This is an optimization exercise on Yosys and OpenROAD, whose aim is small area, a short achievable clock period and few clock cycles per item, not a production implementation.

## nco_waveform
module nco_waveform (
    input  wire        clk,
    input  wire        rst,         
    input  wire        in_valid,
    output wire        in_ready,
    input  wire [31:0] p_in,
    input  wire [31:0] gain_in,
    input  wire [2:0]  wave_in,
    input  wire [31:0] rng_in,
    output reg         out_valid,
    output reg  [31:0] y_out,
    output reg  [31:0] rng_out
);
    localparam [23:0] D_MANT = 24'hC90FDB;      
    assign in_ready = 1'b1;
    integer i;
    reg v0, v1, v2, v3, v4, v5;
    always @(posedge clk) begin
        if (rst) begin
            v0 <= 1'b0; v1 <= 1'b0; v2 <= 1'b0; v3 <= 1'b0; v4 <= 1'b0; v5 <= 1'b0;
            out_valid <= 1'b0;
        end else begin
            v0 <= in_valid; v1 <= v0; v2 <= v1; v3 <= v2; v4 <= v3; v5 <= v4;
            out_valid <= v5;
        end
    end
    reg [30:0] p0;
    reg [23:0] pxn0;                      
    reg        pnz0;                      
    reg [31:0] g0, r0;
    reg [2:0]  w0;
    always @(posedge clk) begin
        p0 <= p_in[30:0];
        pxn0 <= ~{(p_in[30:23] != 8'd0), p_in[22:0]};
        pnz0 <= (p_in[30:23] != 8'd0);
        g0 <= gain_in;
        r0 <= rng_in;
        w0 <= wave_in;
    end
    wire is_sq  = (w0 == 3'd1);
    wire is_tri = (w0 == 3'd2);
    wire is_saw = (w0 == 3'd3);
    wire is_nz  = !(is_sq || is_tri || is_saw);
    reg [31:0] ls;
    reg [23:0] kk;
    always @(*) begin
        ls = r0;
        kk = 24'd0;
        for (i = 0; i < 24; i = i + 1) begin
            kk = {kk[22:0], ls[0]};
            ls = (ls >> 1) ^ (ls[0] ? 32'h80200003 : 32'd0);
        end
    end
    wire [7:0]  pe  = p0[30:23];
    wire        pnz = pnz0;
    wire [23:0] pX  = {pnz, p0[22:0]};
    wire [7:0]  pep = pnz ? pe : 8'd1;
    wire        t_big = (pe < 8'd102);
    wire [4:0]  t_sh  = 5'd1 - pe[4:0];                  
    wire [27:0] t_b   = {1'b1, p0[22:0], 4'b0000} >> t_sh;    
    reg  [4:0]  t_tz;                                     
    always @(*) begin
        t_tz = 5'd24;
        for (i = 23; i >= 0; i = i - 1)
            if (pX[i]) t_tz = i[4:0];
    end
    wire        t_s   = ({1'b0, t_tz} + 6'd4) < {1'b0, t_sh};    
  ...
Settings: LEC_CHECK=0, CAP_MARGIN=50, CORE_MARGIN=2, CORE_UTILIZATION=50, CTS_CLUSTER_DIAMETER=100, CTS_CLUSTER_SIZE=30, SLEW_MARGIN=70, SYNTH_HIERARCHICAL=1; clock period 22.0 ns.
run.sh (not shown) runs the stock make flow with config.mk's settings and CLKGATE_MAP_FILE= SYNTH_SCRIPT=/design/flow/synth_recipe.tcl, a recipe that flattens the netlist after the stock synthesis.
==> next run, changes <==
--- a/flow/design.v
+++ b/flow/design.v
@@ -352,21 +352,23 @@
     wire [29:0] s_acc = qa_ra + qa_rb;
     wire [25:0] s_q0  = s_acc[28:3];
     wire        s_q25 = (pX >= D_MANT);
     wire [2:0]  s_rp  = (pep >= 8'd4) ? (s_q25 ? 3'd2 : 3'd1) : (3'd5 - pep[2:0]);
     wire [7:0]  s_evb = pep + {5'd0, s_rp} - 8'd3;
     reg [25:0] a1;                        
     reg        up1, is_tri1, sqf1, s_x01, s_zx1, is_saw1, nanp1;
     reg [2:0]  s_rp1;
     reg [7:0]  s_evb1;
     reg [31:0] g1, r1;
+    reg        gnz1;                      
     always @(posedge clk) begin
+        gnz1    <= (g0[30:23] != 8'd0);
         a1      <= is_saw ? s_q0 : (is_tri ? {1'b0, t_k} : (is_nz ? {2'b00, kk} : 26'd0));
         up1     <= is_tri & t_up & !t_big;
         is_tri1 <= is_tri;
         sqf1    <= is_sq & sq_pos;
         s_x01   <= pX[0];
         s_zx1   <= (p0 == 31'd0);
         s_rp1   <= s_rp;
         s_evb1  <= s_evb;
         is_saw1 <= is_saw;
         nanp1   <= is_sq & sq_pos & (g0[30:23] == 8'hFF) & (g0[22:0] != 23'd0);
@@ -514,31 +516,34 @@
     wire rb138, rb139;
     fa_cell u_rb138 (.a(rb92), .b(rb49), .c(rb91), .s(rb138), .co(rb139));
     wire [25:0] rb_ra = {rb138, rb136, rb134, rb132, rb130, rb128, rb126, rb124, rb122, rb120, rb118, rb116, rb114, rb112, rb110, rb108, rb106, rb104, rb102, rb100, rb98, rb96, rb94, a1[2], a1[1], rb0};
     wire [25:0] rb_rb = {rb137, rb135, rb133, rb131, rb129, rb127, rb125, rb123, rb121, rb119, rb117, rb115, rb113, rb111, rb109, rb107, rb105, rb103, rb101, rb99, rb97, rb95, a1[0], rb1, a1[0], 1'b0};
     wire [25:0] b_r0 = rb_ra + rb_rb;                   
     wire        b_c  = !b_r0[25];
     wire [24:0] b_sh  = a1 >> s_rp1;
     wire        b_g   = a1[s_rp1 - 3'd1];
     wire        b_lo1 = (s_rp1 == 3'd1) || (s_rp1 == 3'd2 && a1[0]) ||
                         (s_rp1 == 3'd3 && (&a1[1:0])) || (s_rp1 == 3'd4 && (&a1[2:0]));
-    wire [24:0] tn_n   = a1[24:0] + {24'd0, up1};
-    wire [23:0] tn_x   = tn_n[23:0];
-    wire        flip1  = is_tri1 ? tn_n[24] : sqf1;
-    wire [23:0] tn_mag = tn_x[23] ? {1'b0, tn_x[22:0]} : (24'h800000 - {1'b0, tn_x[22:0]});
-    wire        tn_z   = (tn_x == 24'h800000);
-    wire        tn_s   = !tn_z && (!tn_x[23] ^ flip1);
+    wire        tn_c23 = up1 & (&a1[22:0]);             
+    wire        tn_x23 = a1[23] ^ tn_c23;                
+    wire        flip1  = is_tri1 ? (a1[24] ^ (a1[23] & tn_c23)) : sqf1;    
+    wire [23:0] tn_mag = {1'b0, a1[22:0] ^ {23{!a1[23]}}} + {23'd0, up1 ^ !a1[23]};
+    wire        tn_z   = (a1[23] && (a1[22:0] == 23'd0) && !up1) ||
+                         (!a1[23] && tn_c23);                          
+    wire        tn_s   = !tn_z && (!tn_x23 ^ flip1);
     reg [24:0] a2;                        
     reg        c2, g2r, lo2, z2, sg2, is_saw2, nanp2;
     reg [7:0]  evb2;
     reg [31:0] g2, r2;
+    reg        gnz2;
     always @(posedge clk) begin
+        gnz2    <= gnz1;
         a2      <= is_saw1 ? b_sh : {1'b0, tn_mag};
         c2      <= b_c;
         g2r     <= b_g;
         lo2     <= b_lo1;
         z2      <= is_saw1 ? s_zx1 : tn_z;
         sg2     <= !is_saw1 && tn_s;
         is_saw2 <= is_saw1;
         evb2    <= s_evb1;
         nanp2   <= nanp1;
         g2      <= g1;
@@ -553,33 +558,35 @@
         for (i = 0; i < 25; i = i + 1)
             if (e_raw[i]) e_lz = 5'd24 - i[4:0];
     end
     wire [24:0] e_n   = e_raw << e_lz;
     wire        e_z   = z2 || (e_raw == 25'd0);
     reg [23:0] m3;
     reg [7:0]  eb3;                       
     reg [4:0]  lz3;
     reg        z3, sg3, nanp3;
     reg [31:0] g3, r3;
+    reg        gnz3;
     always @(posedge clk) begin
+        gnz3  <= gnz2;
         m3    <= e_n[24:1];
         eb3   <= is_saw2 ? evb2 : 8'd128;
         lz3   <= e_lz;
         z3    <= e_z;
         sg3   <= sg2;
         nanp3 <= nanp2;
         g3    <= g2;
         r3    <= r2;
     end
     wire [7:0]  c_ge  = g3[30:23];
-    wire [23:0] c_gm  = {(c_ge != 8'd0), g3[22:0]};
-    wire [7:0]  c_gep = (c_ge == 8'd0) ? 8'd1 : c_ge;
+    wire [23:0] c_gm  = {gnz3, g3[22:0]};
+    wire [7:0]  c_gep = gnz3 ? c_ge : 8'd1;
     wire mc0 = c_gm[0] & m3[0];
     wire mc1 = c_gm[1] & m3[0];
     wire mc2 = c_gm[2] & m3[0];
     wire mc3 = c_gm[3] & m3[0];
     wire mc4 = c_gm[4] & m3[0];
     wire mc5 = c_gm[5] & m3[0];
     wire mc6 = c_gm[6] & m3[0];
     wire mc7 = c_gm[7] & m3[0];
     wire mc8 = c_gm[8] & m3[0];
     wire mc9 = c_gm[9] & m3[0];
=>
- The new run ran to the end with no violations
- sequential cell count climbs by 3
- global-route usage drops by 0.63 points
- first-iteration DRC count drops by 7.3%
- worst hold slack gets better by 33 ps
- routed wire length drops by 3.9%
- die area drops by 2.0%
- core utilization climbs by 0.47 points
- via count drops by 4.2%
No run of this note included a check of the RTL's function; only the layout flow was run.

port drivers added, routing unchanged:
The flow's constraints put no driver on any port. The routed layouts listed below were extracted and timed again, unchanged, in two steps. Step 1 sets driving cells, clkbuf_16 on the clock port and buf_2 on the other inputs (assumed; they add their load-dependent delay and slew). Step 2 moves the port delays by t, midway between the first and last clock arrival at a register: inputs arrive t later, outputs are due t later. That takes back most of the time a late clock gives input paths. Slacks: ideal / step 1 / step 2; pairs: ideal / step 1.
| run | t (ns) | slack for setup (ns) | hold slack, ns | worst setup path at the end | latest minus earliest clock arrival (ns) |
|---|---|---|---|---|---|
| the first run | 0.726 | 15.976 / 15.906 / 16.019 | 0.288 / 0.288 / 0.288 | register to register | 0.078 / 0.078 |
| the second run | 0.686 | 16.024 / 15.953 / 16.241 | 0.321 / 0.321 / 0.321 | register to register | 0.048 / 0.047 |
After both steps every run listed still meets setup and hold.
